This design comes from an exercise in tuning for small area on the open sky130 flow, not from production work.
Function not checked in this run: the RTL went through the layout flow alone.
No activity file was given, so power comes from the tool's default toggle rates.

$ cat design/flow/constraint.sdc
create_clock -name core_clock -period 10.0 [get_ports {clk}]
set_input_delay 2.0000 -clock core_clock [delete_from_list [all_inputs] [get_ports {clk}]]
set_output_delay 2.0000 -clock core_clock [all_outputs]
set_load 0.01 [all_outputs]
$ cat design/flow/config.mk
export PLATFORM = sky130hd
export DESIGN_NAME = klt_block
export DESIGN_NICKNAME = klt_block
export VERILOG_FILES = /design/flow/design.v
export SDC_FILE = /design/flow/constraint.sdc
export NUM_CORES = 4
export LEC_CHECK = 0
export CAP_MARGIN = 20
export CORE_MARGIN = 2
export CORE_UTILIZATION = 40
export SLEW_MARGIN = 20
$ cat design/flow/run.sh
#!/bin/bash
# synth_recipe.tcl (not shown) runs the flow's synth.tcl, then flattens the netlist and writes it again
# the make line also repeats each setting of config.mk as NAME=value (left out here)
make -C /OpenROAD-flow-scripts/flow DESIGN_CONFIG=/design/flow/config.mk WORK_HOME=/design/flow/orfs CLKGATE_MAP_FILE= SYNTH_SCRIPT=/design/flow/synth_recipe.tcl finish
$ cat design/flow/design.v
module klt_block (
    input  wire        clk,
    input  wire        rst,
    input  wire [3:0]  col_n,
    input  wire        led_ready,
    output reg  [3:0]  row_n,
    output reg         led_valid,
    output reg  [31:0] led_word,
    output wire        pwm_out,
    output reg         reboot_req,
    output reg         log_valid,
    output reg  [4:0]  log_code
);
    localparam integer CLK_HZ         = 8000;
    localparam integer T              = CLK_HZ / 1000;        
    localparam integer SETTLE_CYC     = 1 + (((CLK_HZ + 999999) / 1000000) > 1 ?
                                             ((CLK_HZ + 999999) / 1000000) : 1);
    localparam integer DCNT_W         = 48;
    localparam integer PWM_RES        = 4096;
    localparam integer PWM_LEVEL_ON   = PWM_RES / 2;
    localparam integer DIV16_MIN      = 16;
    localparam integer DIV16_MAX      = 4095;
    localparam integer IDLE_MS        = 100;
    localparam integer BEEP_GAP_MS    = 200;
    localparam integer MEL_GAP_MS     = 150;
    localparam integer GLYPH_HOLD_MS  = 3000;
    localparam integer FILL_HOLD_MS   = 0;
    localparam integer REPLAY_STEP_MS = 100;
    localparam integer REPLAY_TAIL_MS = 500;
    localparam         RENDER_REPLAY  = 1'b0;                 
    localparam integer BUZZER_FREQ_HZ = 1000;
    localparam [3:0] IDLE_WAIT  = 4'd0,  KS_SETTLE = 4'd1,  KS_COL   = 4'd2,
                     KS_REL     = 4'd3,  DISP_FETCH = 4'd4, BEEP_ON  = 4'd5,
                     BEEP_GAP   = 4'd6,  MEL_ON    = 4'd7,  MEL_GAP  = 4'd8,
                     FR_EMIT    = 4'd9,  FR_STEP   = 4'd10, FR_HOLD  = 4'd11,
                     PAUSE_W    = 4'd12, HALT      = 4'd13, FAULT    = 4'd14;
    localparam [2:0] OP_END = 3'd0, OP_BEEP = 3'd1, OP_MELODY = 3'd2, OP_LETTER = 3'd3,
                     OP_FILL = 3'd4, OP_PAUSE = 3'd5, OP_REBOOT = 3'd6;
    function [47:0] actprog;
        input [3:0] k;
        input [2:0] j;
        begin
            actprog = 48'h0000_0000_0000;                     
            case (k)
                4'd0: case (j)
                    3'd0: actprog = {3'd1, 5'd0, 8'd2, BUZZER_FREQ_HZ[15:0], 16'd200};
                    3'd1: actprog = 48'h6000_0000_0000;       
                    3'd2: actprog = 48'h6001_0000_0000;       
                    3'd3: actprog = 48'h6002_0000_0000;       
                    3'd4: actprog = 48'h6003_0000_0000;       
                    3'd5: actprog = 48'h6004_0000_0000;       
                    3'd6: actprog = 48'h4000_0000_0000;       
                    default: actprog = 48'h0000_0000_0000;    
                endcase
                4'd3:  if (j == 3'd0) actprog = 48'h8000_0000_0000;   
                4'd7:  if (j == 3'd0) actprog = 48'h8001_0000_0000;   
                4'd11: if (j == 3'd0) actprog = 48'h8002_0000_0000;   
                4'd13: actprog = (j == 3'd0) ? 48'hA000_0000_0064     
                                             : 48'hC000_0000_0000;    
                4'd14: if (j == 3'd0) actprog = 48'h8004_0000_0000;   
                4'd15: if (j == 3'd0) actprog = 48'h8003_0000_0000;   
                default: actprog = 48'h0000_0000_0000;
            endcase
        end
    endfunction
    function [3:0] actlen;
        input [3:0] k;
        begin
            case (k)
                4'd0:                          actlen = 4'd8;
                4'd3, 4'd7, 4'd11, 4'd13,
                4'd14, 4'd15:                  actlen = 4'd2;
                default:                       actlen = 4'd1;
            endcase
        end
    endfunction
    function [24:0] glyph;
        input [2:0] g;
        begin
            case (g)
                3'd0:    glyph = 25'h118FE2E;    
                3'd1:    glyph = 25'h1F0BC3F;    
                3'd2:    glyph = 25'h1F2109F;    
                3'd3:    glyph = 25'h0E8C62E;    
                3'd4:    glyph = 25'h0E8C631;    
                default: glyph = 25'h0;
            endcase
        end
    endfunction
    function [23:0] color;
        input [2:0] k;
        begin
            case (k)
                3'd0:    color = {8'd0,   8'd0,   8'd0  };   
                3'd1:    color = {8'd0,   8'd0,   8'd255};   
                3'd2:    color = {8'd127, 8'd0,   8'd0  };   
                3'd3:    color = {8'd0,   8'd127, 8'd0  };   
                3'd4:    color = {8'd32,  8'd64,  8'd16 };   
                default: color = 24'd0;
            endcase
        end
    endfunction
    function [31:0] pack;
        input [23:0] rgb;
        begin
            pack = {rgb[15:8], rgb[23:16], rgb[7:0], 8'h00};
        end
    endfunction
    function [31:0] pix_word;
        input       kind;
        input [2:0] idx;
        input [4:0] i;
        reg   [24:0] bits;
        begin
            bits = glyph(idx);
            if (!kind)
                pix_word = pack(color(idx));
            else if (bits[i])
                pix_word = pack(color(3'd2));    
            else
                pix_word = pack(color(3'd0));
        end
    endfunction
    function [15:0] mel_f;
        input [2:0] i;
        begin
            case (i)
                3'd0: mel_f = 16'd262;
                3'd1: mel_f = 16'd294;
                3'd2: mel_f = 16'd330;
                3'd3: mel_f = 16'd349;
                3'd4: mel_f = 16'd392;
                3'd5: mel_f = 16'd440;
                3'd6: mel_f = 16'd494;
                default: mel_f = 16'd523;
            endcase
        end
    endfunction
    function [15:0] mel_d;
        input [2:0] i;
        begin
            mel_d = 16'd500;
        end
    endfunction
    function [11:0] div16;
        input integer f;
        integer q;
        begin
            if (f == 0) begin
                div16 = DIV16_MAX;
            end else begin
                q = (16 * CLK_HZ) / (f * PWM_RES);
                if (q < DIV16_MIN)      div16 = DIV16_MIN;
                else if (q > DIV16_MAX) div16 = DIV16_MAX;
                else                    div16 = q;
            end
        end
    endfunction
    localparam [11:0] BEEP_DIV = div16(BUZZER_FREQ_HZ);
    localparam [11:0] MEL_DIV0 = div16(262), MEL_DIV1 = div16(294),
                      MEL_DIV2 = div16(330), MEL_DIV3 = div16(349),
                      MEL_DIV4 = div16(392), MEL_DIV5 = div16(440),
                      MEL_DIV6 = div16(494), MEL_DIV7 = div16(523);
    function [11:0] mel_div;
        input [2:0] i;
        begin
            case (i)
                3'd0: mel_div = MEL_DIV0;
                3'd1: mel_div = MEL_DIV1;
                3'd2: mel_div = MEL_DIV2;
                3'd3: mel_div = MEL_DIV3;
                3'd4: mel_div = MEL_DIV4;
                3'd5: mel_div = MEL_DIV5;
                3'd6: mel_div = MEL_DIV6;
                default: mel_div = MEL_DIV7;
            endcase
        end
    endfunction
    function [11:0] cmd_div;
        input [15:0] f;
        begin
            if (f == 16'd0)                   cmd_div = DIV16_MAX;
            else if (f == BUZZER_FREQ_HZ)     cmd_div = BEEP_DIV;
            else                              cmd_div = DIV16_MAX;
        end
    endfunction
    function [12:0] level_on;
        input [15:0] f;
        begin
            level_on = (f == 16'd0) ? 13'd0 : PWM_LEVEL_ON[12:0];
        end
    endfunction
    reg [3:0]        ph;
    reg [1:0]        fault_code;
    reg [DCNT_W-1:0] dcnt;
    reg [15:0]       scnt;
    reg [1:0]        ks_r, ks_c;
    reg [3:0]        sync1, sync2;
    reg [4:0]        key;
    reg [3:0]        apc;
    reg [7:0]        tg_rem;
    reg [15:0]       tg_d;
    reg [12:0]       tg_lvl;
    reg [2:0]        tg_note;
    reg              fr_kind;
    reg [2:0]        fr_idx;
    reg [4:0]        fr_pix;
    reg [4:0]        fr_rep;
    reg [11:0]       pwm_cnt;
    reg [11:0]       pwm_frac;
    reg [11:0]       pwm_div16;
    reg [12:0]       pwm_level;
    wire [47:0] cmd    = actprog(key[3:0], apc[2:0]);
    wire [2:0]  cmd_op = cmd[47:45];
    wire [7:0]  cmd_a  = cmd[39:32];
    wire [15:0] cmd_f  = cmd[31:16];
    wire [15:0] cmd_d  = cmd[15:0];
    wire        wait_done = (dcnt <= 1);
    wire [12:0] pwm_acc   = {1'b0, pwm_frac} + 13'd16;
    wire        col_now   = sync2[ks_c];
    wire [2:0]  next_note = tg_note + 3'd1;
    assign pwm_out = ({1'b0, pwm_cnt} < pwm_level);
    always @(posedge clk) begin
        if (rst) begin
            ph         <= IDLE_WAIT;
            fault_code <= 2'd0;
            dcnt       <= {DCNT_W{1'b0}};
            scnt       <= 16'd0;
            ks_r       <= 2'd0;
            ks_c       <= 2'd0;
            row_n      <= 4'b1111;
            sync1      <= 4'b1111;
            sync2      <= 4'b1111;
            key        <= 5'd0;
            apc        <= 4'd0;
            tg_rem     <= 8'd0;
            tg_d       <= 16'd0;
            tg_lvl     <= 13'd0;
            tg_note    <= 3'd0;
            fr_kind    <= 1'b0;
            fr_idx     <= 3'd0;
            fr_pix     <= 5'd0;
            fr_rep     <= 5'd0;
            led_valid  <= 1'b0;
            led_word   <= 32'd0;
            pwm_cnt    <= 12'd0;
            pwm_frac   <= 12'd0;
            pwm_div16  <= 12'd16;
            pwm_level  <= 13'd0;
            reboot_req <= 1'b0;
            log_valid  <= 1'b0;
            log_code   <= 5'd0;
        end else begin
            sync1 <= col_n;
            sync2 <= sync1;
            if (pwm_acc >= {1'b0, pwm_div16}) begin
                pwm_frac <= pwm_acc - {1'b0, pwm_div16};
                pwm_cnt  <= pwm_cnt + 12'd1;
            end else begin
                pwm_frac <= pwm_acc[11:0];
            end
            log_valid <= 1'b0;
            case (ph)
                IDLE_WAIT: begin
                    if (wait_done) begin                  
                        key   <= 5'd0;
                        ks_r  <= 2'd0;
                        ks_c  <= 2'd0;
                        row_n <= 4'b1110;
                        scnt  <= SETTLE_CYC;
                        ph    <= KS_SETTLE;
                    end else begin
                        dcnt <= dcnt - 1'b1;
                    end
                end
                BEEP_ON: begin
                    if (wait_done) begin
                        pwm_level <= 13'd0;
                        dcnt      <= BEEP_GAP_MS * T;
                        ph        <= BEEP_GAP;
                    end else begin
                        dcnt <= dcnt - 1'b1;
                    end
                end
                BEEP_GAP: begin
                    if (wait_done) begin
                        if (tg_rem <= 8'd1) begin
                            apc <= apc + 4'd1;
                            ph  <= DISP_FETCH;
                        end else begin
                            tg_rem    <= tg_rem - 8'd1;
                            pwm_level <= tg_lvl;
                            dcnt      <= tg_d * T;
                            ph        <= BEEP_ON;
                        end
                    end else begin
                        dcnt <= dcnt - 1'b1;
                    end
                end
                MEL_ON: begin
                    if (wait_done) begin
                        pwm_level <= 13'd0;
                        dcnt      <= MEL_GAP_MS * T;
                        ph        <= MEL_GAP;
                    end else begin
                        dcnt <= dcnt - 1'b1;
                    end
                end
                MEL_GAP: begin
                    if (wait_done) begin
                        if (tg_note == 3'd7) begin
                            apc <= apc + 4'd1;
                            ph  <= DISP_FETCH;
                        end else begin
                            tg_note   <= next_note;
                            pwm_div16 <= mel_div(next_note);
                            pwm_frac  <= 12'd0;
                            pwm_level <= level_on(mel_f(next_note));
                            dcnt      <= mel_d(next_note) * T;
                            ph        <= MEL_ON;
                        end
                    end else begin
                        dcnt <= dcnt - 1'b1;
                    end
                end
                FR_STEP: begin
                    if (wait_done) begin
                        if (fr_rep == 5'd24) begin
                            dcnt <= REPLAY_TAIL_MS * T;
                            ph   <= FR_HOLD;
                        end else begin
                            fr_rep    <= fr_rep + 5'd1;
                            fr_pix    <= 5'd24;
                            led_word  <= pix_word(1'b1, fr_idx, 5'd24);
                            led_valid <= 1'b1;
                            ph        <= FR_EMIT;
                        end
                    end else begin
                        dcnt <= dcnt - 1'b1;
                    end
                end
                FR_HOLD, PAUSE_W: begin
                    if (wait_done) begin
                        apc <= apc + 4'd1;
                        ph  <= DISP_FETCH;
                    end else begin
                        dcnt <= dcnt - 1'b1;
                    end
                end
                KS_SETTLE: begin
                    if (scnt <= 16'd1) ph <= KS_COL;
                    else               scnt <= scnt - 16'd1;
                end
                KS_COL: begin
                    if (!col_now) begin
                        ph <= KS_REL;                     
                    end else if (ks_c < 2'd3) begin
                        ks_c <= ks_c + 2'd1;
                    end else if (ks_r < 2'd3) begin       
                        ks_r  <= ks_r + 2'd1;
                        ks_c  <= 2'd0;
                        row_n <= ~(4'b0001 << (ks_r + 2'd1));
                        scnt  <= SETTLE_CYC;
                        ph    <= KS_SETTLE;
                    end else begin                        
                        row_n <= 4'b1111;
                        dcnt  <= IDLE_MS * T;
                        ph    <= IDLE_WAIT;
                    end
                end
                KS_REL: begin
                    if (col_now) begin                    
                        row_n     <= 4'b1111;
                        key       <= {1'b1, ks_r, ks_c};
                        apc       <= 4'd0;
                        log_valid <= 1'b1;
                        log_code  <= {1'b1, ks_r, ks_c};
                        ph        <= DISP_FETCH;
                    end
                end
                DISP_FETCH: begin
                    if (apc >= actlen(key[3:0])) begin
                        fault_code <= 2'd3;               
                        ph         <= FAULT;
                    end else begin
                        case (cmd_op)
                            OP_END: begin
                                dcnt <= IDLE_MS * T;
                                ph   <= IDLE_WAIT;
                            end
                            OP_BEEP: begin
                                if (cmd_a == 8'd0) begin
                                    apc <= apc + 4'd1;
                                    ph  <= DISP_FETCH;
                                end else begin
                                    tg_rem    <= cmd_a;
                                    tg_d      <= cmd_d;
                                    tg_lvl    <= level_on(cmd_f);
                                    pwm_div16 <= cmd_div(cmd_f);
                                    pwm_frac  <= 12'd0;
                                    pwm_level <= level_on(cmd_f);
                                    dcnt      <= cmd_d * T;
                                    ph        <= BEEP_ON;
                                end
                            end
                            OP_MELODY: begin
                                tg_note   <= 3'd0;
                                pwm_div16 <= mel_div(3'd0);
                                pwm_frac  <= 12'd0;
                                pwm_level <= level_on(mel_f(3'd0));
                                dcnt      <= mel_d(3'd0) * T;
                                ph        <= MEL_ON;
                            end
                            OP_LETTER, OP_FILL: begin
                                if (cmd_a >= 8'd5) begin
                                    fault_code <= 2'd2;   
                                    ph         <= FAULT;
                                end else begin
                                    fr_kind   <= (cmd_op == OP_LETTER);
                                    fr_idx    <= cmd_a[2:0];
                                    fr_pix    <= 5'd24;
                                    fr_rep    <= 5'd0;
                                    led_word  <= pix_word(cmd_op == OP_LETTER, cmd_a[2:0], 5'd24);
                                    led_valid <= 1'b1;
                                    ph        <= FR_EMIT;
                                end
                            end
                            OP_PAUSE: begin
                                dcnt <= cmd_d * T;
                                ph   <= PAUSE_W;
                            end
                            OP_REBOOT: begin
                                reboot_req <= 1'b1;
                                ph         <= HALT;
                            end
                            default: begin
                                fault_code <= 2'd1;       
                                ph         <= FAULT;
                            end
                        endcase
                    end
                end
                FR_EMIT: begin
                    if (led_ready) begin
                        if (fr_pix == 5'd0) begin
                            led_valid <= 1'b0;
                            if (fr_kind && RENDER_REPLAY) begin
                                dcnt <= REPLAY_STEP_MS * T;
                                ph   <= FR_STEP;
                            end else if (fr_kind) begin
                                dcnt <= GLYPH_HOLD_MS * T;
                                ph   <= FR_HOLD;
                            end else begin
                                dcnt <= FILL_HOLD_MS * T;
                                ph   <= FR_HOLD;
                            end
                        end else begin
                            fr_pix   <= fr_pix - 5'd1;
                            led_word <= pix_word(fr_kind, fr_idx, fr_pix - 5'd1);
                        end
                    end
                end
                default: ;
            endcase
        end
    end
endmodule
==> run_results.csv <==
group,metric,value,unit
power_and_ir_drop,pwr_density_cell,278,nW/um2
floorplanning,die-area,25400,um2
floorplanning,core,23600,um2
logic_synthesis,synth_area_leaders,"dfxtp_1, nor2_1, a21oi_1, ha_1, xnor2_1",
placement,port_buffers,41,
floorplanning,start_util,40.9,%
timing,finalWorstPathRequiredPeriod,5.10,ns
logic_synthesis,yosysWarnings,1,
power_and_ir_drop,ir_worst_vdd,0.126,mV
timing,slew_headroom,34.5,%
timing,fin_skew,0.00836,ns
clock_network,post_cts_buffers,0,
min_path,hp-start,"sync1[2]",
drt,wl_per_cell,15.3,um
power_and_ir_drop,p_leak,0.00395,uW
timing,slew_violations,0,
logic_synthesis,synthCells,1245,
clock_network,clockBufferDepth,2,
drt,drtAntennaViolNets,0,
drt,vias,8719,
timing,rsz0062_at_grt,"false",
logic_synthesis,netlist_area,9670,um2
floorplanning,die_y,159,um
drt,drcViolationCount,0,
min_path,min_path_cells,1,
min_path,whs_endpoint,"sync2[2]",
worst_setup_path,reg2reg_slack,4.90,ns
clock_network,clock_latency,0.44,ns
worst_setup_path,rr_worst_depth,11,
timing,fin_crit_sh,51.0,%
logic_synthesis,synth_area_per_cell,7.77,um2
global_route,grt_pass1_vias,7801,
clock_network,cts_root_buffer,"clkbuf_16",
clock_network,htreeDepth,4,
cells_and_area,drive_gt1_share,6.26,%
worst_setup_path,worstPathArrival,5.38,ns
logic_synthesis,synth_top_area_share,33.1,%
cells_and_area,area_growth_syn_to_layout,11.2,%
floorplanning,core.rowCount,56,
logic_synthesis,synth-edff-count,0,
timing,hold_viol,0,
timing,tns,0,ns
floorplanning,die_w,159,um
clock_network,cts_sinks,160,
global_route,grt_pass1_wl,40100,um
floorplanning,design.portCount,52,
drt,viasPerCell,5.57,
logic_synthesis,ys_ff_latch,160,
timing,setup_violations,0,
timing,worst_slew_pin_slew,0.982,ns
timing,timing.fmax,196,MHz
logic_synthesis,synth_seq_area_share,33.1,%
placement,dpl_worst_slack,4.66,ns
worst_setup_path,start_kind,"flop",
worst_setup_path,required,10.27,ns
global_route,gr-total-overflow,0,
cells_and_area,diodes,0,
worst_setup_path,critPathMaxFanout,26,
drt,drt_iter0_markers,801,
clock_network,clkSlewWorstSetupHoldPaths,0.06,ns
cells_and_area,final_nets,1280,
clock_network,hold_buffers,0,
run_status,status,"timing/DRC/antenna clean",
logic_synthesis,async_flop_share,0,%
clock_network,cts-resized-gates,0,
logic_synthesis,synth-main-ff-cell,"dfxtp_1",
placement,gp_congestion,0.891,
global_route,track_usage,18.9,%
clock_network,cts_tree,"done",
cells_and_area,final_cell_mix,"nor2_1, dfxtp_1, a21oi_1",
worst_setup_path,critPathCaptureType,"flop",
worst_setup_path,r2r-end,"dcnt[8]",
worst_setup_path,critPathKind,"flop to flop",
clock_network,cts_made_buffers,17,
flow_run,maxCapViolCount,0,
timing,worst_slack,4.90,ns
logic_synthesis,synth_top_area_cell,"dfxtp_1",
drt,wirelength,24000,um
global_route,grt_max_degree,90,
min_path,hp-class,"flop to flop",
placement,dp_hpwl,16600,um
global_route,grt_antenna_before_repair,0,
worst_setup_path,r2r_start,"key[0]",
logic_synthesis,ys_types,79,
drt,dr.pass1.iters,5,
cells_and_area,final_common_cell,"nor2_1",
[where the power goes]
part | leakage [uW] | internal (uW) | switching (uW) | total [uW]
registers | 0.00130 | 752 | 105 | 857
logic | 0.00236 | 533 | 913 | 1450
clock network | 0.000289 | 407 | 276 | 684
[registers in the layout, indices dropped and copies added (netlist names), 4 cells and up]
register / cells
dcnt: 48
scnt: 16
pwm_cnt: 12
pwm_frac: 12
tg_rem: 8
led_word: 6
fr_pix: 5
fr_rep: 5
log_code: 5
apc: 4
key: 4
ph: 4
row_n: 4
sync1: 4
sync2: 4
[critical path: stages (launching register included)]
cell and delay, ns:
dfxtp_1 0.36, nor4_2 0.66, inv_1 0.23, and2_1 0.22, ha_1 0.26, nand2b_1 0.15, a2111oi_0 0.60, o21ai_0 0.21
nor4_1 0.72, nand2_1 0.80, nor3_1 0.57, a311oi_1 0.15
[worst max-delay path by stage]
stage / from / endpoint / depth (start not counted)
6_report: key[0] / dcnt[8] / 11
5_1_grt: key[0] / dcnt[33] / 12
4_1_cts: key[0] / dcnt[33] / 12
3_5_place_dp: led_ready / dcnt[29] / 8
3_3_place_gp: led_ready / dcnt[29] / 8
2_1_floorplan: key[0] / dcnt[27] / 13
[synth_stat cells, drive strengths merged, types with 14 or more instances]
| cell type | number |
|---|---|
| nor2 | 165 |
| dfxtp | 160 |
| a21oi | 96 |
| nand2 | 95 |
| o21ai | 64 |
| clkbuf | 52 |
| xnor2 | 51 |
| nor3 | 49 |
| buf | 40 |
| inv | 40 |
| or3 | 40 |
| ha | 38 |
| nand3 | 32 |
| nor4 | 26 |
| xor2 | 24 |
| nand2b | 22 |
| a211oi | 20 |
| or2 | 17 |
| or4 | 16 |
| and3 | 15 |
| nor2b | 14 |
[metrics by stage]
stage	instances	util (%)	cell area [um2]	total power (uW)	hold WS (ns)
2_1_floorplan	1254	-	9700	1980	0.389
3_3_place_gp	1534	43.0	10100	2290	0.394
3_5_place_dp	1534	43.0	10100	2290	0.398
4_1_cts	1565	45.6	10800	2990	0.414
5_1_grt	1565	45.6	10800	3210	0.425
6_report	1565	45.6	10800	2990	0.410
[kinds of logic after synthesis]
| kind of cell | synth area share (%) |
|---|---|
| xor gates and xnor gates | 6.79 |
| AOI/OAI and AO/OA | 19.4 |
| other | 0.0388 |
| DFF | 33.1 |
| and+or+nand+nor | 27.6 |
| adders and majority gates | 5.23 |
| buffers and inverters | 6.35 |
| muxes | 1.49 |
[cell type report]
type                    count  area (um2)
clock buffers              20         457
well taps                 319         399
clock inverters            11         156
fillers                  2354       12900
repair buffers             53         495
multi-input cells         961        5890
flip-flops and latches    160        3200
inverters                  41         154
[layer usage]
layer,part of all wire [%],vias to the layer above,track usage [%]
li1,-,4398,-
met1,49,4012,27.8
met2,43,281,28.2
met3,5.8,28,3.33
met4,1.5,0,5.83
met5,0,-,0

==> separate check: timing with driven ports <==
How much do the figures lean on ideal ports? The routed layout below was timed once more, with nothing changed but the port constraints.
Step 1, drivers: a clkbuf_16 drives clk and a buf_2 each remaining input, both assumed.
Step 2 adds t to the input delays and takes it off the output delays; t is the mean of the earliest and latest rising clock arrival at the registers after step 1. Input paths then give back, and output paths get back, about the clock's delay inside the block.
a / b / c = ideal / step 1 / step 2; a / b = the first two.
t (ns): 0.479
setup WS [ns]: 4.896 / 4.896 / 4.665
pins driven straight from the clock port: 1
After both steps setup and hold are still met in this run. For this run, drivers alone change the setup slack by 0.000 ns; drivers and shift together by -0.231 ns.
